Source: an optimization exercise on an open RTL-to-GDS flow (aim: small area, a short achievable clock period and few clock cycles per item). Production flows keep margins and buffers that such runs may drop. Where RTL was checked, it was by simulation tests only, not by an equivalence proof against the original. No functional check of the RTL was part of run 1. No activity file was given, so power comes from the tool's default toggle rates.

===== flow/config.mk =====
export PLATFORM = sky130hd
export DESIGN_NAME = linkcore_dp
export DESIGN_NICKNAME = linkcore_dp
export VERILOG_FILES = /design/flow/design.v
export SDC_FILE = /design/flow/constraint.sdc
export NUM_CORES = 4
export LEC_CHECK = 0
export CAP_MARGIN = 20
export CORE_MARGIN = 2
export CORE_UTILIZATION = 40
export SETUP_SLACK_MARGIN = 5
export SLEW_MARGIN = 20

===== flow/constraint.sdc =====
create_clock -name core_clock -period 10.0 [get_ports {clk}]
set_input_delay 2.0000 -clock core_clock [delete_from_list [all_inputs] [get_ports {clk}]]
set_output_delay 2.0000 -clock core_clock [all_outputs]
set_load 0.01 [all_outputs]

===== flow/design.v =====
module linkcore_dp (
    input  wire        clk,
    input  wire        rst,         
    input  wire        op_valid,
    output wire        op_ready,
    input  wire [7:0]  op_code,
    input  wire [31:0] op_a,
    input  wire [31:0] op_b,
    output reg         res_valid,
    output reg         res_err,
    output wire [31:0] res_data,
    output wire [31:0] key,
    output wire [31:0] csum,
    output wire [31:0] localkey,
    output wire [31:0] remotekey,
    output wire [31:0] err
);
    localparam [31:0] CSUM_SEED      = 32'h0000_15A0;
    localparam [31:0] MASK_OFS_NEG   = 32'hFE00_0000;   
    localparam [31:0] MASK_CONST     = 32'h2079_6220;
    localparam [31:0] REMOTE_KEY_XOR = 32'h6F64_6573;
    localparam [31:0] KDF_C0         = 32'h4B61_7761;
    localparam [31:0] KDF_C1         = 32'h7365_646F;
    reg [31:0] key_r, nk_r, csum_r, rkey_r, mr_r;
    reg [31:0] lk_r;     
    reg        lk_w;     
    reg        eb4, eb6, eb8;    
    reg [1:0]  ecode;    
    reg        pend;     
    reg        s_csum, s_lk, s_rk, s_key, s_mr;    
    function [31:0] kdf_fn(input [31:0] w);
        reg [31:0] n, i, s, v;
        begin
            n = (w - 32'h200) >> 3;
            i = ((n & 32'h3F80) << 1) | ((n & 32'h4000) << 2) | (n & 32'h7F) | 32'h0038_0000;
            s = (i >> 8) + (i >> 16);
            v = (s << 24) | i | 32'h8080_8080;
            kdf_fn = {v[7:0], v[15:8], v[23:16], v[31:24]} ^ (v[9] ? KDF_C1 : KDF_C0);
        end
    endfunction
    wire [31:0] lk_view;
    genvar gi;
    generate
        for (gi = 0; gi < 32; gi = gi + 1) begin : g_lk
            if (gi == 7 || gi == 10 || gi == 11 || gi == 14 || gi == 15 || gi == 23 || gi == 31)
                assign lk_view[gi] = lk_w;
            else if (gi == 13)
                assign lk_view[gi] = 1'b0;
            else if (gi == 12)
                assign lk_view[gi] = lk_r[17];
            else if (gi == 9)
                assign lk_view[gi] = lk_w & ~lk_r[17];
            else
                assign lk_view[gi] = lk_r[gi];
        end
    endgenerate
    assign op_ready  = ~pend;
    assign key       = key_r;
    assign csum      = csum_r;
    assign localkey  = lk_view;
    assign remotekey = rkey_r;
    assign err       = {8'd0, 4'd0, ecode == 2'd3, ecode == 2'd1 || ecode == 2'd2,
                        ecode == 2'd2, ecode != 2'd0, 6'd0,
                        1'b0, eb8, 1'b0, eb6, 1'b0, eb4, 4'd0};
    assign res_data  = ({32{s_csum}} & csum_r) | ({32{s_lk}} & lk_view)
                     | ({32{s_rk}} & rkey_r) | ({32{s_key}} & key_r)
                     | ({32{s_mr}} & mr_r);
    wire [3:0] opc      = op_code[3:0];
    wire       hi_zero  = (op_code[7:4] == 4'h0);
    wire       reserved = !hi_zero || (opc == 4'hA) || (opc == 4'hD)
                       || (opc == 4'hE) || (opc == 4'hF);
    wire       misaligned = (op_a[1:0] != 2'b00);
    wire       is_kadv  = hi_zero && (opc == 4'h7);
    wire       is_mask  = hi_zero && (opc == 4'h8);
    wire       is_crypt = hi_zero && (opc == 4'h9);
    wire       is_payw  = hi_zero && (opc == 4'hB);
    wire       is_seal  = hi_zero && (opc == 4'hC);
    wire       adv_op   = is_kadv || is_crypt || is_seal || (is_payw && !misaligned);
    wire [31:0] m_out;
    lc_adv u_adv (.x(nk_r), .y(m_out));
    wire [15:0] fold_res;
    lc_fold u_fold (.x(csum_r ^ (op_code[3] ? op_b : op_a)), .y(fold_res));
    wire [31:0] or_csum = csum_r | {op_a[15:0], 16'd0};
    wire [31:0] nm_a    = MASK_OFS_NEG - op_a;    
    wire [31:0] nm_b    = MASK_OFS_NEG - op_b;
    wire [31:0] kmask   = is_mask ? key_r : nk_r;
    wire [31:0] crypt_r = op_b ^ nm_a ^ MASK_CONST ^ kmask;
    wire [31:0] seal_r  = or_csum ^ nm_b ^ MASK_CONST ^ kmask;
    wire [31:0] kd      = kdf_fn(op_a);
    always @(posedge clk) begin
        if (op_valid && !pend && !reserved) begin
            if (is_mask || is_crypt || (is_payw && !misaligned))
                mr_r <= crypt_r;
            else if (is_seal)
                mr_r <= seal_r;
        end
    end
    always @(posedge clk) begin
        if (rst) begin
            key_r     <= 32'd0;
            nk_r      <= 32'd1;       
            pend      <= 1'b0;
            csum_r    <= CSUM_SEED;
            lk_r      <= 32'd0;
            lk_w      <= 1'b0;
            rkey_r    <= 32'd0;
            eb4       <= 1'b0;
            eb6       <= 1'b0;
            eb8       <= 1'b0;
            ecode     <= 2'd0;
            s_csum    <= 1'b0;
            s_lk      <= 1'b1;       
            s_rk      <= 1'b0;
            s_key     <= 1'b0;
            s_mr      <= 1'b0;
            res_valid <= 1'b0;
            res_err   <= 1'b0;
        end else begin
            res_valid <= 1'b0;
            res_err   <= 1'b0;
            if (pend || (op_valid && adv_op))
                nk_r <= m_out;
            if (pend)
                pend <= 1'b0;
            else if (op_valid) begin
                res_valid <= 1'b1;
                if (adv_op)
                    key_r <= nk_r;
                if (reserved) begin
                    res_err <= 1'b1;
                    eb6     <= 1'b1;
                    ecode   <= 2'd2;
                end else begin
                    if (opc == 4'h1 || opc == 4'h2 || opc == 4'h3 || opc == 4'h5 ||
                        opc == 4'h6 || opc == 4'h7 || opc == 4'h8 || opc == 4'h9 ||
                        opc == 4'hC || (opc == 4'h4 && op_a >= 32'h200) ||
                        (opc == 4'hB && !misaligned)) begin
                        s_csum <= (opc == 4'h1 || opc == 4'h2 || opc == 4'h3);
                        s_lk   <= (opc == 4'h4);
                        s_rk   <= (opc == 4'h5);
                        s_key  <= (opc == 4'h6 || opc == 4'h7);
                        s_mr   <= (opc == 4'h8 || opc == 4'h9 || opc == 4'hB || opc == 4'hC);
                    end
                    case (opc)
                        4'h1: csum_r <= CSUM_SEED;
                        4'h2: csum_r <= {16'd0, fold_res};
                        4'h3: csum_r <= or_csum;
                        4'h4: begin
                            if (op_a < 32'h200) begin
                                res_err <= 1'b1;
                                eb4     <= 1'b1;
                                ecode   <= 2'd1;
                            end else begin
                                lk_r <= kd;
                                lk_w <= 1'b1;
                            end
                        end
                        4'h5: rkey_r <= op_a ^ REMOTE_KEY_XOR;
                        4'h6: begin key_r <= rkey_r; nk_r <= rkey_r; pend <= 1'b1; end
                        4'hB: begin
                            if (misaligned) begin
                                res_err <= 1'b1;
                                eb8     <= 1'b1;
                                ecode   <= 2'd3;
                            end else
                                csum_r <= {16'd0, fold_res};
                        end
                        4'hC: csum_r <= or_csum;
                        default: ;
                    endcase
                end
            end
        end
    end
endmodule
module lc_adv (input wire [31:0] x, output wire [31:0] y);
    wire t1 = 1'b1 ^ ~x[2] ^ ~x[0];
    wire t2 = (1'b1 & ~x[2]) | (~x[0] & (1'b1 ^ ~x[2]));
    wire t3 = ~x[3] ^ ~x[1] ^ t2;
    wire t4 = (~x[3] & ~x[1]) | (t2 & (~x[3] ^ ~x[1]));
    wire t5 = ~x[4] ^ ~x[2] ^ x[0];
    wire t6 = (~x[4] & ~x[2]) | (x[0] & (~x[4] ^ ~x[2]));
    wire t7 = ~x[5] ^ ~x[3] ^ x[1];
    wire t8 = (~x[5] & ~x[3]) | (x[1] & (~x[5] ^ ~x[3]));
    wire t9 = ~x[6] ^ ~x[4] ^ x[2];
    wire t10 = (~x[6] & ~x[4]) | (x[2] & (~x[6] ^ ~x[4]));
    wire t11 = x[0] ^ t8 ^ t9;
    wire t12 = (x[0] & t8) | (t9 & (x[0] ^ t8));
    wire t13 = ~x[7] ^ ~x[5] ^ x[3];
    wire t14 = (~x[7] & ~x[5]) | (x[3] & (~x[7] ^ ~x[5]));
    wire t15 = x[1] ^ t10 ^ t13;
    wire t16 = (x[1] & t10) | (t13 & (x[1] ^ t10));
    wire t17 = ~x[8] ^ ~x[6] ^ x[4];
    wire t18 = (~x[8] & ~x[6]) | (x[4] & (~x[8] ^ ~x[6]));
    wire t19 = x[2] ^ x[0] ^ t14;
    wire t20 = (x[2] & x[0]) | (t14 & (x[2] ^ x[0]));
    wire t21 = t17 ^ t16 ^ t19;
    wire t22 = (t17 & t16) | (t19 & (t17 ^ t16));
    wire t23 = ~x[9] ^ ~x[7] ^ x[5];
    wire t24 = (~x[9] & ~x[7]) | (x[5] & (~x[9] ^ ~x[7]));
    wire t25 = x[3] ^ x[1] ^ t18;
    wire t26 = (x[3] & x[1]) | (t18 & (x[3] ^ x[1]));
    wire t27 = t23 ^ t20 ^ t25;
    wire t28 = (t23 & t20) | (t25 & (t23 ^ t20));
    wire t29 = ~x[10] ^ ~x[8] ^ x[6];
    wire t30 = (~x[10] & ~x[8]) | (x[6] & (~x[10] ^ ~x[8]));
    wire t31 = x[4] ^ x[2] ^ t24;
    wire t32 = (x[4] & x[2]) | (t24 & (x[4] ^ x[2]));
    wire t33 = t29 ^ t26 ^ t31;
    wire t34 = (t29 & t26) | (t31 & (t29 ^ t26));
    wire t35 = ~x[11] ^ ~x[9] ^ x[7];
    wire t36 = (~x[11] & ~x[9]) | (x[7] & (~x[11] ^ ~x[9]));
    wire t37 = x[5] ^ x[3] ^ t30;
    wire t38 = (x[5] & x[3]) | (t30 & (x[5] ^ x[3]));
    wire t39 = t35 ^ t32 ^ t37;
    wire t40 = (t35 & t32) | (t37 & (t35 ^ t32));
    wire t41 = ~x[12] ^ ~x[10] ^ x[8];
    wire t42 = (~x[12] & ~x[10]) | (x[8] & (~x[12] ^ ~x[10]));
    wire t43 = x[6] ^ x[4] ^ t36;
    wire t44 = (x[6] & x[4]) | (t36 & (x[6] ^ x[4]));
    wire t45 = t41 ^ t38 ^ t43;
    wire t46 = (t41 & t38) | (t43 & (t41 ^ t38));
    wire t47 = 1'b1 ^ ~x[13] ^ ~x[11];
    wire t48 = (1'b1 & ~x[13]) | (~x[11] & (1'b1 ^ ~x[13]));
    wire t49 = x[9] ^ x[7] ^ x[5];
    wire t50 = (x[9] & x[7]) | (x[5] & (x[9] ^ x[7]));
    wire t51 = ~x[0] ^ t42 ^ t47;
    wire t52 = (~x[0] & t42) | (t47 & (~x[0] ^ t42));
    wire t53 = t49 ^ t44 ^ t51;
    wire t54 = (t49 & t44) | (t51 & (t49 ^ t44));
    wire t55 = ~x[14] ^ ~x[12] ^ x[10];
    wire t56 = (~x[14] & ~x[12]) | (x[10] & (~x[14] ^ ~x[12]));
    wire t57 = x[8] ^ x[6] ^ ~x[1];
    wire t58 = (x[8] & x[6]) | (~x[1] & (x[8] ^ x[6]));
    wire t59 = t48 ^ t50 ^ t55;
    wire t60 = (t48 & t50) | (t55 & (t48 ^ t50));
    wire t61 = t57 ^ t52 ^ t59;
    wire t62 = (t57 & t52) | (t59 & (t57 ^ t52));
    wire t63 = 1'b1 ^ ~x[15] ^ ~x[13];
    wire t64 = (1'b1 & ~x[15]) | (~x[13] & (1'b1 ^ ~x[15]));
    wire t65 = x[11] ^ x[9] ^ x[7];
    wire t66 = (x[11] & x[9]) | (x[7] & (x[11] ^ x[9]));
    wire t67 = ~x[2] ^ ~x[0] ^ t56;
    wire t68 = (~x[2] & ~x[0]) | (t56 & (~x[2] ^ ~x[0]));
    wire t69 = t58 ^ t63 ^ t65;
    wire t70 = (t58 & t63) | (t65 & (t58 ^ t63));
    wire t71 = t60 ^ t67 ^ t69;
    wire t72 = (t60 & t67) | (t69 & (t60 ^ t67));
    wire t73 = ~x[16] ^ ~x[14] ^ x[12];
    wire t74 = (~x[16] & ~x[14]) | (x[12] & (~x[16] ^ ~x[14]));
    wire t75 = x[10] ^ x[8] ^ ~x[3];
    wire t76 = (x[10] & x[8]) | (~x[3] & (x[10] ^ x[8]));
    wire t77 = ~x[1] ^ t64 ^ t66;
    wire t78 = (~x[1] & t64) | (t66 & (~x[1] ^ t64));
    wire t79 = t73 ^ t75 ^ t68;
    wire t80 = (t73 & t75) | (t68 & (t73 ^ t75));
    wire t81 = t70 ^ t77 ^ t79;
    wire t82 = (t70 & t77) | (t79 & (t70 ^ t77));
    wire t83 = ~x[17] ^ ~x[15] ^ x[13];
    wire t84 = (~x[17] & ~x[15]) | (x[13] & (~x[17] ^ ~x[15]));
    wire t85 = x[11] ^ x[9] ^ ~x[4];
    wire t86 = (x[11] & x[9]) | (~x[4] & (x[11] ^ x[9]));
    wire t87 = ~x[2] ^ t74 ^ t76;
    wire t88 = (~x[2] & t74) | (t76 & (~x[2] ^ t74));
    wire t89 = t83 ^ t85 ^ t78;
    wire t90 = (t83 & t85) | (t78 & (t83 ^ t85));
    wire t91 = t87 ^ t80 ^ t89;
    wire t92 = (t87 & t80) | (t89 & (t87 ^ t80));
    wire t93 = ~x[18] ^ ~x[16] ^ x[14];
    wire t94 = (~x[18] & ~x[16]) | (x[14] & (~x[18] ^ ~x[16]));
    wire t95 = x[12] ^ x[10] ^ ~x[5];
    wire t96 = (x[12] & x[10]) | (~x[5] & (x[12] ^ x[10]));
    wire t97 = ~x[3] ^ t84 ^ t86;
    wire t98 = (~x[3] & t84) | (t86 & (~x[3] ^ t84));
    wire t99 = t93 ^ t95 ^ t88;
    wire t100 = (t93 & t95) | (t88 & (t93 ^ t95));
    wire t101 = t97 ^ t90 ^ t99;
    wire t102 = (t97 & t90) | (t99 & (t97 ^ t90));
    wire t103 = 1'b1 ^ ~x[19] ^ ~x[17];
    wire t104 = (1'b1 & ~x[19]) | (~x[17] & (1'b1 ^ ~x[19]));
    wire t105 = x[15] ^ x[13] ^ x[11];
    wire t106 = (x[15] & x[13]) | (x[11] & (x[15] ^ x[13]));
    wire t107 = ~x[6] ^ ~x[4] ^ ~x[0];
    wire t108 = (~x[6] & ~x[4]) | (~x[0] & (~x[6] ^ ~x[4]));
    wire t109 = t94 ^ t96 ^ t103;
    wire t110 = (t94 & t96) | (t103 & (t94 ^ t96));
    wire t111 = t105 ^ t107 ^ t98;
    wire t112 = (t105 & t107) | (t98 & (t105 ^ t107));
    wire t113 = t109 ^ t100 ^ t111;
    wire t114 = (t109 & t100) | (t111 & (t109 ^ t100));
    wire t115 = ~x[20] ^ ~x[18] ^ x[16];
    wire t116 = (~x[20] & ~x[18]) | (x[16] & (~x[20] ^ ~x[18]));
    wire t117 = x[14] ^ x[12] ^ ~x[7];
    wire t118 = (x[14] & x[12]) | (~x[7] & (x[14] ^ x[12]));
    wire t119 = ~x[5] ^ ~x[1] ^ t104;
    wire t120 = (~x[5] & ~x[1]) | (t104 & (~x[5] ^ ~x[1]));
    wire t121 = t106 ^ t108 ^ t115;
    wire t122 = (t106 & t108) | (t115 & (t106 ^ t108));
    wire t123 = t117 ^ t110 ^ t119;
    wire t124 = (t117 & t110) | (t119 & (t117 ^ t110));
    wire t125 = t121 ^ t112 ^ t123;
    wire t126 = (t121 & t112) | (t123 & (t121 ^ t112));
    wire t127 = ~x[21] ^ ~x[19] ^ x[17];
    wire t128 = (~x[21] & ~x[19]) | (x[17] & (~x[21] ^ ~x[19]));
    wire t129 = x[15] ^ x[13] ^ ~x[8];
    wire t130 = (x[15] & x[13]) | (~x[8] & (x[15] ^ x[13]));
    wire t131 = ~x[6] ^ ~x[2] ^ t116;
    wire t132 = (~x[6] & ~x[2]) | (t116 & (~x[6] ^ ~x[2]));
    wire t133 = t118 ^ t127 ^ t129;
    wire t134 = (t118 & t127) | (t129 & (t118 ^ t127));
    wire t135 = t120 ^ t122 ^ t131;
    wire t136 = (t120 & t122) | (t131 & (t120 ^ t122));
    wire t137 = t133 ^ t124 ^ t135;
    wire t138 = (t133 & t124) | (t135 & (t133 ^ t124));
    wire t139 = ~x[22] ^ ~x[20] ^ x[18];
    wire t140 = (~x[22] & ~x[20]) | (x[18] & (~x[22] ^ ~x[20]));
    wire t141 = x[16] ^ x[14] ^ ~x[9];
    wire t142 = (x[16] & x[14]) | (~x[9] & (x[16] ^ x[14]));
    wire t143 = ~x[7] ^ ~x[3] ^ t128;
    wire t144 = (~x[7] & ~x[3]) | (t128 & (~x[7] ^ ~x[3]));
    wire t145 = t130 ^ t139 ^ t141;
    wire t146 = (t130 & t139) | (t141 & (t130 ^ t139));
    wire t147 = t132 ^ t134 ^ t143;
    wire t148 = (t132 & t134) | (t143 & (t132 ^ t134));
    wire t149 = t145 ^ t136 ^ t147;
    wire t150 = (t145 & t136) | (t147 & (t145 ^ t136));
    wire t151 = 1'b1 ^ ~x[23] ^ ~x[21];
    wire t152 = (1'b1 & ~x[23]) | (~x[21] & (1'b1 ^ ~x[23]));
    wire t153 = x[19] ^ x[17] ^ x[15];
    wire t154 = (x[19] & x[17]) | (x[15] & (x[19] ^ x[17]));
    wire t155 = ~x[10] ^ ~x[8] ^ ~x[4];
    wire t156 = (~x[10] & ~x[8]) | (~x[4] & (~x[10] ^ ~x[8]));
    wire t157 = ~x[0] ^ t140 ^ t142;
    wire t158 = (~x[0] & t140) | (t142 & (~x[0] ^ t140));
    wire t159 = t151 ^ t153 ^ t155;
    wire t160 = (t151 & t153) | (t155 & (t151 ^ t153));
    wire t161 = t144 ^ t146 ^ t157;
    wire t162 = (t144 & t146) | (t157 & (t144 ^ t146));
    wire t163 = t159 ^ t148 ^ t161;
    wire t164 = (t159 & t148) | (t161 & (t159 ^ t148));
    wire t165 = ~x[24] ^ ~x[22] ^ x[20];
    wire t166 = (~x[24] & ~x[22]) | (x[20] & (~x[24] ^ ~x[22]));
    wire t167 = x[18] ^ x[16] ^ ~x[11];
    wire t168 = (x[18] & x[16]) | (~x[11] & (x[18] ^ x[16]));
    wire t169 = ~x[9] ^ ~x[5] ^ ~x[1];
    wire t170 = (~x[9] & ~x[5]) | (~x[1] & (~x[9] ^ ~x[5]));
    wire t171 = t152 ^ t154 ^ t156;
    wire t172 = (t152 & t154) | (t156 & (t152 ^ t154));
    wire t173 = t165 ^ t167 ^ t169;
    wire t174 = (t165 & t167) | (t169 & (t165 ^ t167));
    wire t175 = t158 ^ t160 ^ t171;
    wire t176 = (t158 & t160) | (t171 & (t158 ^ t160));
    wire t177 = t173 ^ t162 ^ t175;
    wire t178 = (t173 & t162) | (t175 & (t173 ^ t162));
    wire t179 = ~x[25] ^ ~x[23] ^ x[21];
    wire t180 = (~x[25] & ~x[23]) | (x[21] & (~x[25] ^ ~x[23]));
    wire t181 = x[19] ^ x[17] ^ ~x[12];
    wire t182 = (x[19] & x[17]) | (~x[12] & (x[19] ^ x[17]));
    wire t183 = ~x[10] ^ ~x[6] ^ ~x[2];
    wire t184 = (~x[10] & ~x[6]) | (~x[2] & (~x[10] ^ ~x[6]));
    wire t185 = x[0] ^ t166 ^ t168;
    wire t186 = (x[0] & t166) | (t168 & (x[0] ^ t166));
    wire t187 = t170 ^ t179 ^ t181;
    wire t188 = (t170 & t179) | (t181 & (t170 ^ t179));
    wire t189 = t183 ^ t172 ^ t174;
    wire t190 = (t183 & t172) | (t174 & (t183 ^ t172));
    wire t191 = t185 ^ t187 ^ t176;
    wire t192 = (t185 & t187) | (t176 & (t185 ^ t187));
    wire t193 = t189 ^ t178 ^ t191;
    wire t194 = (t189 & t178) | (t191 & (t189 ^ t178));
    wire t195 = ~x[26] ^ ~x[24] ^ x[22];
    wire t196 = (~x[26] & ~x[24]) | (x[22] & (~x[26] ^ ~x[24]));
    wire t197 = x[20] ^ x[18] ^ ~x[13];
    wire t198 = (x[20] & x[18]) | (~x[13] & (x[20] ^ x[18]));
    wire t199 = ~x[11] ^ ~x[7] ^ ~x[3];
    wire t200 = (~x[11] & ~x[7]) | (~x[3] & (~x[11] ^ ~x[7]));
    wire t201 = x[1] ^ t180 ^ t182;
    wire t202 = (x[1] & t180) | (t182 & (x[1] ^ t180));
    wire t203 = t184 ^ t195 ^ t197;
    wire t204 = (t184 & t195) | (t197 & (t184 ^ t195));
    wire t205 = t199 ^ t186 ^ t188;
    wire t206 = (t199 & t186) | (t188 & (t199 ^ t186));
    wire t207 = t201 ^ t203 ^ t190;
    wire t208 = (t201 & t203) | (t190 & (t201 ^ t203));
    wire t209 = t205 ^ t192 ^ t207;
    wire t210 = (t205 & t192) | (t207 & (t205 ^ t192));
    wire t211 = ~x[27] ^ ~x[25] ^ x[23];
    wire t212 = (~x[27] & ~x[25]) | (x[23] & (~x[27] ^ ~x[25]));
    wire t213 = x[21] ^ x[19] ^ ~x[14];
    wire t214 = (x[21] & x[19]) | (~x[14] & (x[21] ^ x[19]));
    wire t215 = ~x[12] ^ ~x[8] ^ ~x[4];
    wire t216 = (~x[12] & ~x[8]) | (~x[4] & (~x[12] ^ ~x[8]));
    wire t217 = x[2] ^ t196 ^ t198;
    wire t218 = (x[2] & t196) | (t198 & (x[2] ^ t196));
    wire t219 = t200 ^ t211 ^ t213;
    wire t220 = (t200 & t211) | (t213 & (t200 ^ t211));
    wire t221 = t215 ^ t202 ^ t204;
    wire t222 = (t215 & t202) | (t204 & (t215 ^ t202));
    wire t223 = t217 ^ t219 ^ t206;
    wire t224 = (t217 & t219) | (t206 & (t217 ^ t219));
    wire t225 = t221 ^ t208 ^ t223;
    wire t226 = (t221 & t208) | (t223 & (t221 ^ t208));
    wire t227 = ~x[28] ^ ~x[26] ^ x[24];
    wire t228 = (~x[28] & ~x[26]) | (x[24] & (~x[28] ^ ~x[26]));
    wire t229 = x[22] ^ x[20] ^ ~x[15];
    wire t230 = (x[22] & x[20]) | (~x[15] & (x[22] ^ x[20]));
    wire t231 = ~x[13] ^ ~x[9] ^ ~x[5];
    wire t232 = (~x[13] & ~x[9]) | (~x[5] & (~x[13] ^ ~x[9]));
    wire t233 = x[3] ^ t212 ^ t214;
    wire t234 = (x[3] & t212) | (t214 & (x[3] ^ t212));
    wire t235 = t216 ^ t227 ^ t229;
    wire t236 = (t216 & t227) | (t229 & (t216 ^ t227));
    wire t237 = t231 ^ t218 ^ t220;
    wire t238 = (t231 & t218) | (t220 & (t231 ^ t218));
    wire t239 = t233 ^ t235 ^ t222;
    wire t240 = (t233 & t235) | (t222 & (t233 ^ t235));
    wire t241 = t237 ^ t224 ^ t239;
    wire t242 = (t237 & t224) | (t239 & (t237 ^ t224));
    wire t243 = 1'b1 ^ ~x[29] ^ ~x[27];
    wire t244 = (1'b1 & ~x[29]) | (~x[27] & (1'b1 ^ ~x[29]));
    wire t245 = x[25] ^ x[23] ^ x[21];
    wire t246 = (x[25] & x[23]) | (x[21] & (x[25] ^ x[23]));
    wire t247 = ~x[16] ^ ~x[14] ^ ~x[10];
    wire t248 = (~x[16] & ~x[14]) | (~x[10] & (~x[16] ^ ~x[14]));
    wire t249 = ~x[6] ^ x[4] ^ ~x[0];
    wire t250 = (~x[6] & x[4]) | (~x[0] & (~x[6] ^ x[4]));
    wire t251 = t228 ^ t230 ^ t232;
    wire t252 = (t228 & t230) | (t232 & (t228 ^ t230));
    wire t253 = t243 ^ t245 ^ t247;
    wire t254 = (t243 & t245) | (t247 & (t243 ^ t245));
    wire t255 = t249 ^ t234 ^ t236;
    wire t256 = (t249 & t234) | (t236 & (t249 ^ t234));
    wire t257 = t251 ^ t253 ^ t238;
    wire t258 = (t251 & t253) | (t238 & (t251 ^ t253));
    wire t259 = t255 ^ t240 ^ t257;
    wire t260 = (t255 & t240) | (t257 & (t255 ^ t240));
    wire t261 = ~x[30] ^ ~x[28] ^ x[26];
    wire t262 = (~x[30] & ~x[28]) | (x[26] & (~x[30] ^ ~x[28]));
    wire t263 = x[24] ^ x[22] ^ ~x[17];
    wire t264 = (x[24] & x[22]) | (~x[17] & (x[24] ^ x[22]));
    wire t265 = ~x[15] ^ ~x[11] ^ ~x[7];
    wire t266 = (~x[15] & ~x[11]) | (~x[7] & (~x[15] ^ ~x[11]));
    wire t267 = x[5] ^ ~x[1] ^ t244;
    wire t268 = (x[5] & ~x[1]) | (t244 & (x[5] ^ ~x[1]));
    wire t269 = t246 ^ t248 ^ t250;
    wire t270 = (t246 & t248) | (t250 & (t246 ^ t248));
    wire t271 = t261 ^ t263 ^ t265;
    wire t272 = (t261 & t263) | (t265 & (t261 ^ t263));
    wire t273 = t252 ^ t254 ^ t267;
    wire t274 = (t252 & t254) | (t267 & (t252 ^ t254));
    wire t275 = t269 ^ t271 ^ t256;
    wire t276 = (t269 & t271) | (t256 & (t269 ^ t271));
    wire t277 = t273 ^ t258 ^ t275;
    wire t278 = (t273 & t258) | (t275 & (t273 ^ t258));
    wire t279 = ~x[31] ^ ~x[29] ^ x[27];
    wire t280 = (~x[31] & ~x[29]) | (x[27] & (~x[31] ^ ~x[29]));
    wire t281 = x[25] ^ x[23] ^ ~x[18];
    wire t282 = (x[25] & x[23]) | (~x[18] & (x[25] ^ x[23]));
    wire t283 = ~x[16] ^ ~x[12] ^ ~x[8];
    wire t284 = (~x[16] & ~x[12]) | (~x[8] & (~x[16] ^ ~x[12]));
    wire t285 = x[6] ^ ~x[2] ^ x[0];
    wire t286 = (x[6] & ~x[2]) | (x[0] & (x[6] ^ ~x[2]));
    wire t287 = t262 ^ t264 ^ t266;
    wire t288 = (t262 & t264) | (t266 & (t262 ^ t264));
    wire t289 = t279 ^ t281 ^ t283;
    wire t290 = (t279 & t281) | (t283 & (t279 ^ t281));
    wire t291 = t285 ^ t268 ^ t270;
    wire t292 = (t285 & t268) | (t270 & (t285 ^ t268));
    wire t293 = t272 ^ t287 ^ t289;
    wire t294 = (t272 & t287) | (t289 & (t272 ^ t287));
    wire t295 = t274 ^ t291 ^ t293;
    wire t296 = (t274 & t291) | (t293 & (t274 ^ t291));
    wire t297 = t276 ^ t295 ^ t278;
    wire t298 = (t276 & t295) | (t278 & (t276 ^ t295));
    wire [31:0] ra = {t297, t260, t242, t226, t210, t194, t193, t164, t150, t138, t126, t114, t102, t92, t82, t72, t62, t54, t46, t40, t34, t28, t22, t21, t12, t11, t6, t5, t3, t1, 1'b1, ~x[0]};
    wire [31:0] rb = {1'b0, t277, t259, t241, t225, t209, 1'b0, t177, t163, t149, t137, t125, t113, t101, t91, t81, t71, t61, t53, t45, t39, t33, t27, 1'b0, t15, 1'b0, t7, t4, 1'b0, 1'b0, ~x[1], 1'b0};
    assign y = ra + rb;
endmodule
module lc_fold (input wire [31:0] x, output wire [15:0] y);
    assign y[0] = ^(x & 32'hFCA93E9E);
    assign y[1] = ^(x & 32'h05FB43A2);
    assign y[2] = ^(x & 32'h0BF68744);
    assign y[3] = ^(x & 32'h17ED0E89);
    assign y[4] = ^(x & 32'h2FDA1D12);
    assign y[5] = ^(x & 32'h5FB43A25);
    assign y[6] = ^(x & 32'hBF68744A);
    assign y[7] = ^(x & 32'h8279D60A);
    assign y[8] = ^(x & 32'hF85A928B);
    assign y[9] = ^(x & 32'h0C1C1B89);
    assign y[10] = ^(x & 32'h18383713);
    assign y[11] = ^(x & 32'h30706E27);
    assign y[12] = ^(x & 32'h60E0DC4E);
    assign y[13] = ^(x & 32'hC1C1B89C);
    assign y[14] = ^(x & 32'h7F2A4FA7);
    assign y[15] = ^(x & 32'hFE549F4F);
endmodule

===== flow/flow/run.sh =====
#!/bin/bash
# The standard layout (standard.sh), with two changes to how it is made:
# the port buffers use the smallest plain buffer cell instead of the
# delay-buffer cell buffer_ports picks by default, and repair_timing aims
# at a larger setup margin than config.mk may ask for. The clock period and
# the constraints are the standard flow's, unchanged.
set -euo pipefail
MARGIN=6
sed "s/SETUP_SLACK_MARGIN=[0-9.]*/SETUP_SLACK_MARGIN=${MARGIN}/" standard.sh > standard_m.sh
export BUFFER_PORTS_ARGS="-buffer_cell sky130_fd_sc_hd__buf_1"
bash standard_m.sh > standard.log 2>&1

===== flow/standard.sh =====
#!/bin/bash
# synth_recipe.tcl (not shown) runs the flow's synth.tcl, then flattens the netlist and writes it again
# the make line also repeats each setting of config.mk as NAME=value (left out here)
make -C /OpenROAD-flow-scripts/flow DESIGN_CONFIG=/design/flow/config.mk WORK_HOME=/design/flow/orfs CLKGATE_MAP_FILE= SYNTH_SCRIPT=/design/flow/synth_recipe.tcl "${@:-finish}"

==> flow_summary.json, run 1 <==
{
  "status": "complete, no violations",
  "synth-edff-count": 32,
  "synth.ff_latch_count": 196,
  "peakVddDrop_v": 0.000151,
  "place_congestion": 0.962,
  "fillers": 4089,
  "clk_latency_ps": 470,
  "instances_no_fill": 2975,
  "max_stage_delay_ps": 460,
  "drtIter0Drc": 1930,
  "whs_ps": 483,
  "top_layer": "met4",
  "maxCapViolCount": 0,
  "critPathBufInv": 3,
  "timing.fmax_mhz": 234,
  "fp-row-count": 77,
  "pwr-share-clk_pct": 30.2,
  "yosysSeqAreaShare_pct": 23.5,
  "grt_max_degree": 74,
  "synth_flop_cell": "dfxtp_1",
  "reg2reg_depth": 15,
  "num_vias": 17100,
  "routed_wl_um": 73400,
  "antenna_found_initial": 0,
  "crit_slowest_cell": "or4b_4",
  "cts_made_buffers": 17,
  "synth.area.top_cells": "dfxtp_1 18%, fa_1 15%, xnor2_1 12%, mux2i_1 5.6%, edfxtp_1 5.3%",
  "io_pins": 270,
  "vias_per_cell": 5.73,
  "final.setup.tns_ps": 0,
  "hp-start": "lk_r[21]",
  "seqCellArea_um2": 4350,
  "drv_slew": 0,
  "remaining_drc_errors": 0,
  "cts_tree": "built",
  "dieArea_um2": 47000,
  "leakagePower_nw": 8.59,
  "combPwrFrac_pct": 38.7,
  "layout-drive-gt1-share_pct": 21.9,
  "final_util_pct": 51.7,
  "min_path_type": "reg2reg",
  "crit_chain": "buf_12, inv_12, ha_4, or4b_4, or3_4, nand4bb_4, or3_4, buf_4, nor2_4, nand2_1, xnor2_2, o21ai_2, xnor2_1",
  "synth.cell_area_um2": 18100,
  "nNetsFinal": 2623,
  "syn_area_per_cell_um2": 8.68,
  "wl_met1_um": 30400,
  "drt_first_pass_iters": 9,
  "rsz0062_at_grt": "yes",
  "path_max_fanout": 3,
  "hpwlAfterDp_um": 54200,
  "timing.rr.end": "nk_r[29]",
  "relSlewSlack_pct": 34.2,
  "root_buffer": "clkbuf_16",
  "arrival_ps": 4480,
  "grt_overflow": 0,
  "criticalPathCategory": "in2reg",
  "clock_skew_ps": 11.6,
  "total_power_w": 0.00259,
  "track_usage_pct": 30.0,
  "end_kind": "flip-flop",
  "wl_met2_um": 34500,
  "die_height_um": 217,
  "start_util_pct": 40.7,
  "hold_viol_final": 0,
  "yosysTopAreaCell": "dfxtp_1",
  "p_switching_w": 0.000899,
  "internal-power_w": 0.00169,
  "core_um2": 44400,
  "synth_top_area_share_pct": 18.1,
  "period_share_pct": 42.7,
  "wl_per_cell_um": 24.7,
  "grt_pass1_wl_um": 106000,
  "ys_types": 72,
  "whs_endpoint": "lk_r[21]",
  "p_per_area_nw_per_um2": 113,
  "cts_num_sinks": 196,
  "rrSetupSlack_ps": 5730,
  "clk_pin_slew_ps": 70,
  "ys_warn_count": 1,
  "crit_family": "simple AND/OR/NAND/NOR gates",
  "worstMarginPinSlew_ps": 987,
  "syn2layout_area_growth_pct": 27.0,
  "die_w_um": 217,
  "critPathLaunchType": "input pin",
  "netlist_instances": 2086,
  "h-tree-depth": 4,
  "clockBufferDepth": 2,
  "grt_pass1_vias": 16200,
  "p_sw_share_pct": 34.8,
  "finalSetupViolCount": 0,
  "cpMostUsedCell": "or3_4",
  "p_seq_share_pct": 31.1,
  "antenna_left": 0,
  "reg2reg_from": "nk_r[15]",
  "io_buffers": 243,
  "async_flop_share_pct": 0,
  "wl_met3_um": 5550,
  "period_needed_ps": 4270,
  "worstPathRequired_ps": 10210,
  "dp_cells": 2807,
  "multi_input_area_um2": 14100,
  "holdPathStages": 2,
  "diodes": 0
}
metrics by stage:
stage	cell area, um2	setup slack (ps)
2_1_floorplan	18600	5520
5_1_grt	23000	5610
3_3_place_gp	19600	4630
3_5_place_dp	19600	4680
4_1_cts	21900	5640
6_report	23000	5730
logic make-up after synthesis:
kind of cell	after synthesis	share of synthesized area (%)
AND/OR/NAND/NOR	540	13.6
multiplexers	106	5.89
buffers and inverters	325	7.66
AO/OA/AOI/OAI	389	14.6
adder cells (fa/ha/maj)	178	17.8
other	1	0.0207
XOR/XNOR	351	17.0
flip-flops	196	23.5
worst max path at each step:
| stage | start | end | slack (ps) | cells after the start |
|---|---|---|---|---|
| after global routing | nk_r[7] | nk_r[28] | 5610 | 16 |
| after CTS | op_b[2] | mr_r[31] | 5640 | 10 |
| final | op_b[0] | mr_r[24] | 5730 | 13 |
| after detailed placement | op_code[3] | csum_r[14] | 4680 | 10 |
| after floorplan | op_b[0] | mr_r[26] | 5520 | 11 |
| after global placement | op_code[3] | csum_r[14] | 4630 | 10 |
flip-flops by register name, summed over array words and instances, names as in the netlist, 2 cells and up:
signal / cells
csum_r: 32
key_r: 32
mr_r: 32
nk_r: 32
rkey_r: 32
lk_r: 23
ecode: 2
metal layers:
layer / GRT usage (%) / vias up
met5: 0 / -
met4: 12.3 / 0
met2: 48.7 / 866
li1: - / 7553
met3: 3.90 / 152
met1: 40.5 / 8480
timing repair:
item / 4_1_cts / 5_1_grt
gates resized for setup: 248 / 146
pin swaps: 104 / 86
buffers inserted: 86 / 46
setup endpoints to repair: 230 / 131
hold buffers: 0 / 0
cloned: 1 / 3
worst min-delay path, stage by stage, from the launching register on:
cell and delay (ps):
dfxtp_1 330, nand2_1 60, a21oi_1 50
synthesized netlist by cell type, types with 4 or more instances:
| master | count |
|---|---|
| a211oi_1 | 40 |
| a21o_1 | 12 |
| a21oi_1 | 98 |
| a221oi_1 | 33 |
| a222oi_1 | 23 |
| a22oi_1 | 42 |
| a311oi_1 | 9 |
| a31o_2 | 5 |
| a31oi_1 | 8 |
| and2_1 | 6 |
| buf_1 | 13 |
| buf_2 | 10 |
| buf_4 | 37 |
| clkbuf_1 | 96 |
| dfxtp_1 | 164 |
| edfxtp_1 | 32 |
| fa_1 | 133 |
| ha_1 | 45 |
| inv_1 | 167 |
| mux2_2 | 4 |
| mux2i_1 | 102 |
| nand2_1 | 177 |
| nand2b_1 | 9 |
| nand3_1 | 23 |
| nand4_1 | 4 |
| nand4b_1 | 4 |
| nor2_1 | 215 |
| nor2b_1 | 9 |
| nor3_1 | 28 |
| nor4_1 | 12 |
| o211ai_1 | 15 |
| o21ai_0 | 49 |
| o21ai_1 | 20 |
| o21bai_1 | 5 |
| o22a_1 | 5 |
| o31ai_1 | 6 |
| or2_2 | 4 |
| or3_1 | 15 |
| or4_1 | 7 |
| xnor2_1 | 254 |
| xor2_1 | 96 |
power by group through the flow:
stage / Clock [W] / Combinational (W) / Sequential (W)
finish: 0.000781 / 0.00100 / 0.000805
global route: 0.000811 / 0.00106 / 0.000806
CTS: 0.000784 / 0.000896 / 0.000805
detailed placement: 0 / 0.000774 / 0.000829
global placement: 0 / 0.000772 / 0.000829
floorplan: 0 / 0.000601 / 0.000826
cell usage in the layout, fill, tap and decap left out, types with 26 or more instances in the layout:
cell,Yosys,layout
fa_1,133,93
xnor2_1,254,218
buf_6,2,27
buf_1,13,217
fa_2,0,40
nor2_1,215,201
inv_1,167,126
nand2_1,177,171
o21ai_0,49,36
a211oi_1,40,32
a21oi_1,98,86
buf_4,37,116
a221oi_1,33,31
a22oi_1,42,42
conb_1,1,26
xor2_1,96,82
dfxtp_1,164,132
mux2i_1,102,100
edfxtp_1,32,32
xnor2_2,1,37
area by class of cell:
cell class              count  area share [%]
inverters                 167            3.03
clock buffers              19            1.93
well taps                 592            3.22
repair buffers            398            10.7
clock inverters            13           0.855
flip-flops and latches    196            18.9
multi-input cells        1590            61.3
==> inputs of run 2 (changes only) <==
--- a/flow/design.v
+++ b/flow/design.v
@@ -29,13 +29,14 @@
     reg        pend;     
     reg        s_csum, s_lk, s_rk, s_key, s_mr;    
     function [31:0] kdf_fn(input [31:0] w);
-        reg [31:0] n, i, s, v;
+        reg [14:0] n;
+        reg [6:0]  s;
+        reg [31:0] v;
         begin
-            n = (w - 32'h200) >> 3;
-            i = ((n & 32'h3F80) << 1) | ((n & 32'h4000) << 2) | (n & 32'h7F) | 32'h0038_0000;
-            s = (i >> 8) + (i >> 16);
-            v = (s << 24) | i | 32'h8080_8080;
-            kdf_fn = {v[7:0], v[15:8], v[23:16], v[31:24]} ^ (v[9] ? KDF_C1 : KDF_C0);
+            n = {w[17:9] - 9'd1, w[8:3]};
+            s = n[13:7] + 7'd56 + {6'd0, n[14]};
+            v = {1'b1, s, 1'b1, 6'b011100, n[14], 1'b1, n[13:7], 1'b1, n[6:0]};
+            kdf_fn = {v[7:0], v[15:8], v[23:16], v[31:24]} ^ (n[8] ? KDF_C1 : KDF_C0);
         end
     endfunction
     wire [31:0] lk_view;
@@ -65,17 +66,27 @@
     assign res_data  = ({32{s_csum}} & csum_r) | ({32{s_lk}} & lk_view)
                      | ({32{s_rk}} & rkey_r) | ({32{s_key}} & key_r)
                      | ({32{s_mr}} & mr_r);
+    wire       go       = op_valid & ~pend;
     wire [3:0] opc      = op_code[3:0];
-    wire       hi_zero  = (op_code[7:4] == 4'h0);
-    wire       reserved = !hi_zero || (opc == 4'hA) || (opc == 4'hD)
-                       || (opc == 4'hE) || (opc == 4'hF);
-    wire       misaligned = (op_a[1:0] != 2'b00);
-    wire       is_kadv  = hi_zero && (opc == 4'h7);
-    wire       is_mask  = hi_zero && (opc == 4'h8);
-    wire       is_crypt = hi_zero && (opc == 4'h9);
-    wire       is_payw  = hi_zero && (opc == 4'hB);
-    wire       is_seal  = hi_zero && (opc == 4'hC);
-    wire       adv_op   = is_kadv || is_crypt || is_seal || (is_payw && !misaligned);
+    wire       hz       = (op_code[7:4] == 4'h0);
+    wire       win_small    = (op_a[31:9] == 23'd0);       
+    wire       mis      = (op_a[1:0] != 2'b00);
+    wire       e_init   = go & hz & (opc == 4'h1);
+    wire       e_fold   = go & hz & (opc == 4'h2);
+    wire       e_final  = go & hz & (opc == 4'h3);
+    wire       e_kdf    = go & hz & (opc == 4'h4) & ~win_small;
+    wire       e_kdfer  = go & hz & (opc == 4'h4) & win_small;
+    wire       e_rkey   = go & hz & (opc == 4'h5);
+    wire       e_kseed  = go & hz & (opc == 4'h6);
+    wire       e_kadv   = go & hz & (opc == 4'h7);
+    wire       e_mask   = go & hz & (opc == 4'h8);
+    wire       e_crypt  = go & hz & (opc == 4'h9);
+    wire       e_payw   = go & hz & (opc == 4'hB) & ~mis;
+    wire       e_payer  = go & hz & (opc == 4'hB) & mis;
+    wire       e_seal   = go & hz & (opc == 4'hC);
+    wire       e_resv   = go & (~hz | (opc == 4'hA) | (opc == 4'hD) | (opc == 4'hE) | (opc == 4'hF));
+    wire       e_adv    = e_kadv | e_crypt | e_payw | e_seal;
+    wire       e_ok     = go & ~e_resv & ~e_kdfer & ~e_payer & (op_code[3:0] != 4'h0);
     wire [31:0] m_out;
     lc_adv u_adv (.x(nk_r), .y(m_out));
     wire [15:0] fold_res;
@@ -83,17 +94,15 @@
     wire [31:0] or_csum = csum_r | {op_a[15:0], 16'd0};
     wire [31:0] nm_a    = MASK_OFS_NEG - op_a;    
     wire [31:0] nm_b    = MASK_OFS_NEG - op_b;
-    wire [31:0] kmask   = is_mask ? key_r : nk_r;
+    wire [31:0] kmask   = (opc == 4'h8) ? key_r : nk_r;
     wire [31:0] crypt_r = op_b ^ nm_a ^ MASK_CONST ^ kmask;
     wire [31:0] seal_r  = or_csum ^ nm_b ^ MASK_CONST ^ kmask;
     wire [31:0] kd      = kdf_fn(op_a);
     always @(posedge clk) begin
-        if (op_valid && !pend && !reserved) begin
-            if (is_mask || is_crypt || (is_payw && !misaligned))
-                mr_r <= crypt_r;
-            else if (is_seal)
-                mr_r <= seal_r;
-        end
+        if (e_mask | e_crypt | e_payw)
+            mr_r <= crypt_r;
+        else if (e_seal)
+            mr_r <= seal_r;
     end
     always @(posedge clk) begin
         if (rst) begin
@@ -116,59 +125,38 @@
             res_valid <= 1'b0;
             res_err   <= 1'b0;
         end else begin
-            res_valid <= 1'b0;
-            res_err   <= 1'b0;
-            if (pend || (op_valid && adv_op))
+            res_valid <= go;
+            res_err   <= e_resv | e_kdfer | e_payer;
+            pend      <= e_kseed;
+            if (e_adv)
+                key_r <= nk_r;
+            else if (e_kseed)
+                key_r <= rkey_r;
+            if (e_kseed)
+                nk_r <= rkey_r;
+            else if (pend | e_adv)
                 nk_r <= m_out;
-            if (pend)
-                pend <= 1'b0;
-            else if (op_valid) begin
-                res_valid <= 1'b1;
-                if (adv_op)
-                    key_r <= nk_r;
-                if (reserved) begin
-                    res_err <= 1'b1;
-                    eb6     <= 1'b1;
-                    ecode   <= 2'd2;
-                end else begin
-                    if (opc == 4'h1 || opc == 4'h2 || opc == 4'h3 || opc == 4'h5 ||
-                        opc == 4'h6 || opc == 4'h7 || opc == 4'h8 || opc == 4'h9 ||
-                        opc == 4'hC || (opc == 4'h4 && op_a >= 32'h200) ||
-                        (opc == 4'hB && !misaligned)) begin
-                        s_csum <= (opc == 4'h1 || opc == 4'h2 || opc == 4'h3);
-                        s_lk   <= (opc == 4'h4);
-                        s_rk   <= (opc == 4'h5);
-                        s_key  <= (opc == 4'h6 || opc == 4'h7);
-                        s_mr   <= (opc == 4'h8 || opc == 4'h9 || opc == 4'hB || opc == 4'hC);
-                    end
-                    case (opc)
-                        4'h1: csum_r <= CSUM_SEED;
-                        4'h2: csum_r <= {16'd0, fold_res};
-                        4'h3: csum_r <= or_csum;
-                        4'h4: begin
-                            if (op_a < 32'h200) begin
-                                res_err <= 1'b1;
-                                eb4     <= 1'b1;
-                                ecode   <= 2'd1;
-                            end else begin
-                                lk_r <= kd;
-                                lk_w <= 1'b1;
-                            end
-                        end
-                        4'h5: rkey_r <= op_a ^ REMOTE_KEY_XOR;
-                        4'h6: begin key_r <= rkey_r; nk_r <= rkey_r; pend <= 1'b1; end
-                        4'hB: begin
-                            if (misaligned) begin
-                                res_err <= 1'b1;
-                                eb8     <= 1'b1;
-                                ecode   <= 2'd3;
-                            end else
-                                csum_r <= {16'd0, fold_res};
-                        end
-                        4'hC: csum_r <= or_csum;
-                        default: ;
-                    endcase
-                end
+            if (e_init)
+                csum_r <= CSUM_SEED;
+            else if (e_fold | e_payw)
+                csum_r <= {16'd0, fold_res};
+            else if (e_final | e_seal)
+                csum_r <= or_csum;
+            if (e_kdf) begin
+                lk_r <= kd;
+                lk_w <= 1'b1;
+            end
+            if (e_rkey)
+                rkey_r <= op_a ^ REMOTE_KEY_XOR;
+            if (e_kdfer) begin eb4 <= 1'b1; ecode <= 2'd1; end
+            if (e_resv)  begin eb6 <= 1'b1; ecode <= 2'd2; end
+            if (e_payer) begin eb8 <= 1'b1; ecode <= 2'd3; end
+            if (e_ok) begin
+                s_csum <= e_init | e_fold | e_final;
+                s_lk   <= e_kdf;
+                s_rk   <= e_rkey;
+                s_key  <= e_kseed | e_kadv;
+                s_mr   <= e_mask | e_crypt | e_payw | e_seal;
             end
         end
     end
--- a/flow/config.mk
+++ b/flow/config.mk
@@ -10,3 +10,4 @@
 export CORE_UTILIZATION = 40
 export SETUP_SLACK_MARGIN = 5
 export SLEW_MARGIN = 20
+export TNS_END_PERCENT = 0
==> run 2 against run 1 <==
Against the previous run: non-clock buffer count fell by 66; maximum frequency fell by 4.4%; global-route usage rose by 0.61 points; hold slack got worse by 35 ps; largest cell class unchanged.
==> flow_summary.json, run 2 <==
{
  "ys_types": 66,
  "maxCapViolCount": 0,
  "p_switching_w": 0.000904,
  "clk_latency_ps": 470,
  "crit_slowest_cell": "or3_4",
  "crit_family": "simple AND/OR/NAND/NOR gates",
  "cts_made_buffers": 17,
  "nNetsFinal": 2478,
  "synth-edff-count": 32,
  "cts_num_sinks": 196,
  "antenna_left": 0,
  "leakagePower_nw": 7.56,
  "drt_first_pass_iters": 9,
  "period_needed_ps": 4460,
  "arrival_ps": 4670,
  "synth_flop_cell": "dfxtp_1",
  "die_height_um": 214,
  "start_util_pct": 40.3,
  "relSlewSlack_pct": 33.6,
  "grt_max_degree": 70,
  "fp-row-count": 77,
  "ys_warn_count": 1,
  "p_seq_share_pct": 32.7,
  "synth.ff_latch_count": 196,
  "setup_slack_ps": 5540,
  "pwr-share-clk_pct": 30.0,
  "min_path_type": "reg2reg",
  "netlist_instances": 2009,
  "grt_pass1_wl_um": 105000,
  "dieArea_um2": 46000,
  "final.setup.tns_ps": 0,
  "period_share_pct": 44.6,
  "grt_pass1_vias": 16100,
  "p_per_area_nw_per_um2": 120,
  "final_common_cell": "buf_1",
  "hpwlAfterDp_um": 54400,
  "internal-power_w": 0.00157,
  "drtIter0Drc": 2147,
  "design_area_um2": 20600,
  "track_usage_pct": 30.7,
  "status": "complete, no violations",
  "cts_tree": "built",
  "die_w_um": 214,
  "post_dp_cell_area_um2": 18900,
  "path_max_fanout": 8,
  "whs_ps": 448,
  "synth_top_area_share_pct": 18.5,
  "async_flop_share_pct": 0,
  "h-tree-depth": 4,
  "remaining_drc_errors": 0,
  "combPwrFrac_pct": 37.4,
  "antenna_found_initial": 2,
  "worstMarginPinSlew_ps": 994,
  "clockBufferDepth": 2,
  "pre_cts_slack_ps": 4810,
  "core_um2": 43900,
  "criticalPathCategory": "in2reg",
  "io_buffers": 243,
  "syn2layout_area_growth_pct": 16.1,
  "place_congestion": 0.987,
  "num_vias": 16400,
  "io_pins": 270,
  "wl_per_cell_um": 25.3,
  "finalSetupViolCount": 0,
  "timing.fmax_mhz": 224,
  "cpMostUsedCell": "xnor2_1",
  "clock_skew_ps": 21.0,
  "synth_most_common_cell": "xnor2_1",
  "syn_area_per_cell_um2": 8.81,
  "grt_overflow": 0,
  "hold_viol_final": 0,
  "p_sw_share_pct": 36.6,
  "root_buffer": "clkbuf_16",
  "critPathBufInv": 1,
  "synth.area.top_cells": "dfxtp_1 19%, fa_1 15%, xnor2_1 11%, edfxtp_1 5.4%, xor2_1 4.6%",
  "crit_chain": "buf_1, or3_4, nor4_4, nand4_1, nor2_1, nor3b_1, xnor2_1, a21oi_1, xnor2_1",
  "synth.cell_area_um2": 17700,
  "vias_per_cell": 5.79,
  "drv_slew": 0,
  "clk_pin_slew_ps": 90,
  "end_kind": "flip-flop",
  "yosysSeqAreaShare_pct": 24.0,
  "layout-drive-gt1-share_pct": 11.8,
  "yosysTopAreaCell": "dfxtp_1",
  "synthTopCellsByCount": "232 x xnor2_1, 187 x nand2_1, 178 x inv_1, 164 x dfxtp_1, 142 x nor2_1",
  "final_cell_mix": "240 x buf_1, 228 x xnor2_1, 184 x nand2_1",
  "peakVddDrop_v": 0.0000932,
  "worstPathRequired_ps": 10200,
  "rsz0062_at_grt": "yes",
  "routed_wl_um": 71600,
  "critPathLaunchType": "input pin",
  "max_stage_delay_ps": 520
}
run 2: area by class of cell:
class / instances / area, um2
well taps: 592 / 741
multi-input cells: 1500 / 12600
diodes: 1 / 2.50
inverters: 178 / 712
flip-flops and latches: 196 / 4320
clock inverters: 13 / 164
fillers: 4348 / 23400
repair buffers: 332 / 1620
clock buffers: 19 / 433
run 2: timing repair:
item	4_1_cts	5_1_grt
pin swaps	21	17
resized for setup	97	35
setup buffers	53	11
gates cloned	0	0
setup endpoints to repair	104	163
hold buffers	0	0
run 2: power by group through the flow:
stage          logic [W]  clock network (W)  registers, W
6_report        0.000924           0.000741      0.000808
5_1_grt         0.000981           0.000768      0.000808
4_1_cts         0.000876           0.000739      0.000807
3_5_place_dp    0.000818                  0      0.000831
3_3_place_gp    0.000814                  0      0.000831
2_1_floorplan   0.000600                  0      0.000828
run 2: worst register-to-register path: stages (launching register included):
cell and delay (ps):
dfxtp_4 370, clkinvlp_4 160, buf_4 190, fa_1 610
inv_1 80, fa_1 480, fa_1 540, inv_1 60
fa_1 430, ha_1 400, a21o_1 190, a211o_1 320
a31oi_4 200, xnor2_1 170, o21ai_1 80
run 2: final timing paths:
path | slack, ps | endpoint | start | cells past startpoint
setup / recovery | 5540 | mr_r[31] | op_a[2] | 9
hold / removal | 450 | eb8 | eb8 | 2
hold reg to reg | 450 | eb8 | eb8 | 2
setup reg to reg | 5600 | nk_r[31] | nk_r[10] | 14
run 2: metrics by stage:
| step | power (W) | instances | utilization [%] |
|---|---|---|---|
| final | 0.00247 | 2831 | 46.8 |
| after detailed placement | 0.00165 | 2734 | 43.0 |
| after global placement | 0.00165 | 2734 | 43.0 |
| after floorplan | 0.00143 | 2034 | - |
| after CTS | 0.00242 | 2819 | 46.1 |
| after global routing | 0.00256 | 2831 | 46.8 |
run 2: cells by family after synthesis:
logic type,share of synthesized area (%)
simple gates,12.8
flops,24.0
fa+ha+maj,18.2
other cells,0.0212
xor+xnor,18.1
compound gates,14.6
buf+inv,8.57
mux,3.81
run 2: per-layer routing:
metal  GRT usage [%]  vias to the layer above  part of all wire, %
li1                -                     7162                    -
met1            41.9                     8054                   41
met5               0                        -                0.018
met2            47.8                     1010                   44
met4            12.3                        2                  4.2
met3            5.77                      156                   10
Testbench counts of run 2, summed over its fixed seeds: cycles 2,669, ops 2,637.
==> inputs of run 3 (changes only) <==
--- a/flow/flow/run.sh
+++ b/flow/flow/run.sh
@@ -5,7 +5,7 @@
 # at a larger setup margin than config.mk may ask for. The clock period and
 # the constraints are the standard flow's, unchanged.
 set -euo pipefail
-MARGIN=6
+MARGIN=7
 sed "s/SETUP_SLACK_MARGIN=[0-9.]*/SETUP_SLACK_MARGIN=${MARGIN}/" standard.sh > standard_m.sh
 export BUFFER_PORTS_ARGS="-buffer_cell sky130_fd_sc_hd__buf_1"
 bash standard_m.sh > standard.log 2>&1
==> run 3 against run 2 <==
Against the previous run: area after synthesis unchanged; clock power down 2%; clock skew down 11 ps; sequential share of layout area hardly changed; design area rose by 0.21%.
==> flow_summary.json, run 3 <==
{
  "drtIter0Drc": 2062,
  "end_kind": "flip-flop",
  "grt_overflow": 0,
  "drv_slew": 0,
  "relSlewSlack_pct": 31.1,
  "worstPathRequired_ps": 10390,
  "synth.cell_area_um2": 17700,
  "io_pins": 270,
  "final_common_cell": "buf_1",
  "reg2reg_from": "nk_r[8]",
  "die_w_um": 214,
  "dieArea_um2": 46000,
  "h-tree-depth": 4,
  "syn2layout_area_growth_pct": 16.3,
  "clk_pin_slew_ps": 80,
  "routed_wl_um": 70800,
  "async_flop_share_pct": 0,
  "critPathLaunchType": "input pin",
  "leakagePower_nw": 7.55,
  "grt_max_degree": 66,
  "wl_met3_um": 6810,
  "timing.rr.end": "nk_r[24]",
  "rrSetupSlack_ps": 5730,
  "wl_met1_um": 29200,
  "diodes": 0,
  "p_per_area_nw_per_um2": 119,
  "fillers": 4360,
  "synth.area.mux_share_pct": 3.81,
  "wl_met2_um": 31500,
  "core_um2": 43900,
  "crit_family": "simple AND/OR/NAND/NOR gates",
  "clock_skew_ps": 10.1,
  "min_path_type": "reg2reg",
  "timing.fmax_mhz": 231,
  "final_util_pct": 46.9,
  "start_util_pct": 40.3,
  "cts_made_buffers": 17,
  "synth_flop_cell": "dfxtp_1",
  "synth-compound-area-share_pct": 14.6,
  "synth_top_area_share_pct": 18.5,
  "top_layer": "met5",
  "layout-drive-gt1-share_pct": 13.1,
  "period_needed_ps": 4340,
  "remaining_drc_errors": 0,
  "worstMarginPinSlew_ps": 1030,
  "peakVddDrop_v": 0.000101,
  "yosysSeqAreaShare_pct": 24.0,
  "antenna_found_initial": 2,
  "arrival_ps": 4730,
  "cts_num_sinks": 196,
  "clk_latency_ps": 460,
  "crit_slowest_cell": "nand3_1",
  "num_vias": 16200,
  "netlist_instances": 2009,
  "hpwlAfterDp_um": 54600,
  "synth_xor_area_share_pct": 18.1,
  "status": "complete, no violations",
  "finalSetupViolCount": 0,
  "antenna_left": 0,
  "rsz0062_at_grt": "yes",
  "clockBufferDepth": 2,
  "cts_tree": "built",
  "nNetsFinal": 2465,
  "synth-edff-count": 32,
  "whs_ps": 449,
  "syn_area_per_cell_um2": 8.81,
  "ys_types": 66,
  "criticalPathCategory": "in2reg",
  "grt_pass1_vias": 15800,
  "critPathBufInv": 1,
  "fp-row-count": 77,
  "hp-start": "eb8",
  "period_share_pct": 43.4,
  "reg2reg_depth": 15,
  "place_congestion": 1.01,
  "synthTopCellsByCount": "232 x xnor2_1, 187 x nand2_1, 178 x inv_1, 164 x dfxtp_1, 142 x nor2_1",
  "holdPathStages": 2,
  "synth_top_family_by_area": "adder cells",
  "synth_adder_area_share_pct": 18.2,
  "hold_buffers": 0,
  "synth.area.top_cells": "dfxtp_1 19%, fa_1 15%, xnor2_1 11%, edfxtp_1 5.4%, xor2_1 4.6%",
  "crit_chain": "buf_1, nor4_1, nand4_1, nand3_1, nand2_1, a21oi_1",
  "yosysTopAreaCell": "dfxtp_1",
  "io_buffers": 243,
  "synth.ff_latch_count": 196,
  "post_dp_cell_area_um2": 19000,
  "synthSimpleGateAreaFrac_pct": 12.8,
  "vias_per_cell": 5.73,
  "die_height_um": 214,
  "grt_pass1_wl_um": 105000,
  "design_area_um2": 20600,
  "track_usage_pct": 30.5,
  "ys_warn_count": 1,
  "drt_first_pass_iters": 8,
  "wl_per_cell_um": 25.1,
  "final_cell_mix": "237 x buf_1, 225 x xnor2_1, 182 x nand2_1",
  "synth_most_common_cell": "xnor2_1",
  "root_buffer": "clkbuf_16",
  "max_stage_delay_ps": 840,
  "maxCapViolCount": 0,
  "whs_endpoint": "eb8",
  "hold_viol_final": 0,
  "final.setup.tns_ps": 0,
  "path_max_fanout": 15
}
[run 3: logic make-up (layout without fill, tap and decap cells)]
family	after synthesis	after routing
buf+inv	338	528
other cells	1	26
compound gates	382	382
mux	67	67
fa+ha+maj	178	178
xor+xnor	346	346
simple gates	501	502
flops	196	196
[run 3: per-stage QoR]
step / instances / total power [W] / worst slack (ps)
2_1_floorplan: 2034 / 0.00143 / 5960
3_3_place_gp: 2733 / 0.00165 / 4870
3_5_place_dp: 2733 / 0.00165 / 4810
4_1_cts: 2811 / 0.00244 / 5810
5_1_grt: 2817 / 0.00255 / 5610
6_report: 2817 / 0.00246 / 5660
[run 3: area by class of cell]
type	instances	area, um2	share of cell area (%)
sequential	196	4340	21.0
inverter	178	706	3.43
clock buffer	21	493	2.39
tap	592	741	3.60
timing repair buffer	318	1540	7.49
clock inverter	11	106	0.516
multi-input combinational	1501	12700	61.5
[run 3: worst max-delay path by stage]
| stage | from | to | slack [ps] | depth (start not counted) |
|---|---|---|---|---|
| floorplan | op_b[4] | mr_r[24] | 5960 | 9 |
| global placement | op_code[1] | nk_r[20] | 4870 | 9 |
| detailed placement | op_code[1] | nk_r[20] | 4810 | 9 |
| CTS | nk_r[11] | nk_r[30] | 5810 | 17 |
| global route | nk_r[8] | nk_r[24] | 5610 | 17 |
| finish | op_a[17] | lk_r[22] | 5660 | 6 |
[run 3: tightest hold or removal path, stage by stage (launching register included)]
cell,delay [ps]
dfxtp_1,310
inv_1,50
a21oi_1,50
[run 3: what timing repair did]
item                                   in CTS  in global routing
gates cloned                                0                  1
buffers inserted                           46                  5
endpoints found under the hold margin       0                  0
gates resized for setup                   143                 20
pin swaps                                  47                 19
setup endpoints to repair                 391                393
[run 3: layer usage]
| metal | vias up | GRT usage (%) |
|---|---|---|
| met3 | 139 | 6.65 |
| met5 | - | 0 |
| met4 | 2 | 13.4 |
| met2 | 927 | 47.5 |
| li1 | 7150 | - |
| met1 | 7934 | 40.7 |
[run 3: report_power, final]
group	switching [W]	internal [W]	leakage, nW	total [W]
logic	0.000532	0.000393	5.63	0.000925
registers	0.00000622	0.000800	1.63	0.000806
clock network	0.000362	0.000366	0.293	0.000728
total	0.000900	0.00156	7.55	0.00246
==> inputs of run 4 (changes only) <==
--- a/flow/config.mk
+++ b/flow/config.mk
@@ -8,6 +8,7 @@
 export CAP_MARGIN = 20
 export CORE_MARGIN = 2
 export CORE_UTILIZATION = 40
+export CTS_BUF_LIST = sky130_fd_sc_hd__clkbuf_4 sky130_fd_sc_hd__clkbuf_8
 export SETUP_SLACK_MARGIN = 5
 export SLEW_MARGIN = 20
 export TNS_END_PERCENT = 0
==> run 4 against run 3 <==
Against the previous run: critical path depth rose by 3; area after synthesis unchanged; routed wire length about the same; design area fell by 1.3%; non-clock buffer count is 4 lower; critical endpoint is now mr_r[27].
==> flow_summary.json, run 4 <==
{
  "track_usage_pct": 30.6,
  "final_cell_mix": "238 x buf_1, 226 x xnor2_1, 184 x nand2_1",
  "reg2reg_from": "nk_r[6]",
  "max_stage_delay_ps": 500,
  "die_height_um": 214,
  "peakVddDrop_v": 0.0000891,
  "nNetsFinal": 2460,
  "synthTopCellsByCount": "232 x xnor2_1, 187 x nand2_1, 178 x inv_1, 164 x dfxtp_1, 142 x nor2_1",
  "drt_first_pass_iters": 8,
  "p_switching_w": 0.000881,
  "ys_warn_count": 1,
  "routed_wl_um": 70800,
  "synth_xor_area_share_pct": 18.1,
  "diodes": 0,
  "critPathLaunchType": "input pin",
  "reg2reg_depth": 15,
  "wl_per_cell_um": 25.2,
  "synth_flop_cell": "dfxtp_1",
  "vias_per_cell": 5.77,
  "cts_made_buffers": 17,
  "antenna_left": 0,
  "synthSimpleGateAreaFrac_pct": 12.8,
  "synth.ff_latch_count": 196,
  "fp-row-count": 77,
  "maxCapViolCount": 0,
  "period_needed_ps": 4260,
  "root_buffer": "clkbuf_8",
  "ys_types": 66,
  "design_area_um2": 20300,
  "hold_buffers": 0,
  "antenna_found_initial": 2,
  "worstMarginPinSlew_ps": 1040,
  "p_seq_share_pct": 34.7,
  "synth.area.top_cells": "dfxtp_1 19%, fa_1 15%, xnor2_1 11%, edfxtp_1 5.4%, xor2_1 4.6%",
  "fillers": 4399,
  "post_dp_cell_area_um2": 19000,
  "die_w_um": 214,
  "crit_start": "op_a[6]",
  "io_buffers": 243,
  "total_power_w": 0.00232,
  "p_sw_share_pct": 37.9,
  "syn_area_per_cell_um2": 8.81,
  "cts_num_sinks": 196,
  "syn2layout_area_growth_pct": 14.9,
  "path_max_fanout": 9,
  "status": "complete, no violations",
  "h-tree-depth": 4,
  "drv_slew": 0,
  "async_flop_share_pct": 0,
  "leakagePower_nw": 7.44,
  "grt_pass1_vias": 15900,
  "final_common_cell": "buf_1",
  "synth.cell_area_um2": 17700,
  "worstPathRequired_ps": 10270,
  "start_util_pct": 40.3,
  "rsz0062_at_grt": "yes",
  "place_congestion": 1.01,
  "combPwrFrac_pct": 40.3,
  "p_per_area_nw_per_um2": 114,
  "crit_slowest_cell": "or3_4",
  "cts_tree": "built",
  "relSlewSlack_pct": 30.7,
  "grt_overflow": 0,
  "internal-power_w": 0.00144,
  "synth_most_common_cell": "xnor2_1",
  "criticalPathCategory": "in2reg",
  "remaining_drc_errors": 0,
  "drtIter0Drc": 1850,
  "clk_latency_ps": 520,
  "clk_pin_slew_ps": 110,
  "rrSetupSlack_ps": 5790,
  "timing.fmax_mhz": 235,
  "synth.area.mux_share_pct": 3.81,
  "period_share_pct": 42.6,
  "synth-edff-count": 32,
  "synth_top_area_share_pct": 18.5,
  "netlist_instances": 2009,
  "finalSetupViolCount": 0,
  "end_kind": "flip-flop",
  "min_path_type": "reg2reg",
  "hpwlAfterDp_um": 54600,
  "timing.rr.end": "nk_r[31]",
  "yosysTopAreaCell": "dfxtp_1",
  "final_util_pct": 46.3,
  "hold_viol_final": 0,
  "core_um2": 43900,
  "pwr-share-clk_pct": 25.0,
  "final.setup.tns_ps": 0,
  "clockBufferDepth": 2,
  "layout-drive-gt1-share_pct": 12.3,
  "io_pins": 270,
  "grt_pass1_wl_um": 105000,
  "crit_end": "mr_r[27]",
  "arrival_ps": 4520,
  "yosysSeqAreaShare_pct": 24.0,
  "crit_chain": "clkdlybuf4s15_2, or3_4, nor4_4, nand4_1, nor2_2, nor2_1, xnor2_1, a21oi_1, xnor2_1",
  "synth_adder_area_share_pct": 18.2,
  "cpMostUsedCell": "xnor2_1",
  "num_vias": 16200,
  "clock_skew_ps": 18.9,
  "synth_top_family_by_area": "adder cells",
  "synth-compound-area-share_pct": 14.6,
  "grt_max_degree": 66,
  "dieArea_um2": 46000
}
==> run 4: power by group through the flow <==
stage	clock (W)	combinational [W]	sequential [W]
after floorplan	0	0.000606	0.000828
after global placement	0	0.000823	0.000831
after CTS	0.000580	0.000919	0.000807
after detailed placement	0	0.000820	0.000831
after global routing	0.000616	0.000998	0.000808
final	0.000581	0.000935	0.000807
==> run 4: cells by family (layout without fill, tap and decap cells) <==
| group | after synthesis | count (layout) |
|---|---|---|
| and+or+nand+nor | 501 | 501 |
| AOI/OAI and AO/OA | 382 | 382 |
| xor gates and xnor gates | 346 | 346 |
| buffers and inverters | 338 | 524 |
| DFF | 196 | 196 |
| adders and majority gates | 178 | 178 |
| muxes | 67 | 67 |
| other | 1 | 26 |
==> run 4: final cells by class <==
| type | count | area, um2 | area share (%) |
|---|---|---|---|
| Inverter | 178 | 689 | 3.39 |
| Multi-Input combinational cell | 1500 | 12700 | 62.2 |
| Tap cell | 592 | 741 | 3.64 |
| Timing Repair Buffer | 314 | 1500 | 7.36 |
| Sequential cell | 196 | 4330 | 21.3 |
| Clock buffer | 19 | 255 | 1.26 |
| Clock inverter | 13 | 166 | 0.818 |
==> run 4: critical path, delay by kind of cell <==
kind                      cells  cell delay (ps)
buffers and inverters         1              390
and+or+nand+nor               5             1600
xor gates and xnor gates      2              250
AOI/OAI and AO/OA             1              270
==> run 4: worst min-delay path by stage <==
stage / start / to / slack (ps) / depth (start not counted)
after CTS: eb8 / eb8 / 460 / 2
final: eb8 / eb8 / 450 / 2
after floorplan: eb8 / eb8 / 430 / 2
after global placement: eb8 / eb8 / 440 / 2
after detailed placement: eb8 / eb8 / 440 / 2
after global routing: eb8 / eb8 / 500 / 2
==> run 4: through the flow <==
stage          instances  setup slack (ps)  hold slack (ps)
5_1_grt             2812              5610              502
3_3_place_gp        2733              4870              437
4_1_cts             2812              5840              460
6_report            2812              5740              455
2_1_floorplan       2034              5960              426
3_5_place_dp        2733              4810              445
==> run 4: layer usage <==
layer	vias to the layer above	track usage, %	part of all wire, %
li1	7116	-	-
met1	8024	41.7	41
met2	929	47.6	45
met3	145	5.89	9.2
met4	2	12.8	4.5
met5	-	0	0.017
==> run 4: what timing repair did <==
action                                  CTS  global route
resized for setup                       136             3
pin swaps                                43             0
buffers inserted                         47             0
endpoints found under the setup margin  394           395

port drivers added, routing unchanged:
No port has a modelled driver above. Below, the same layouts with a new extraction and two added sets of constraints.
Step 1, drivers: a clkbuf_16 drives clk and a buf_2 each remaining input, both assumed.
Step 2, shift: input delay + t, output delay - t, t = (earliest + latest rising clock arrival at the registers) / 2. This alone moves slack from input paths to output paths.
Three values: ideal, step 1, step 2; two values: the first two.
run | t (ns) | slack for setup (ns)
run 1 | 0.516 | 5.733 / 5.732 / 5.217
run 2 | 0.512 | 5.535 / 5.488 / 5.051
run 3 | 0.506 | 5.662 / 5.639 / 5.134
run 4 | 0.554 | 5.741 / 5.698 / 5.178
After both steps setup and hold are still met in every run listed.
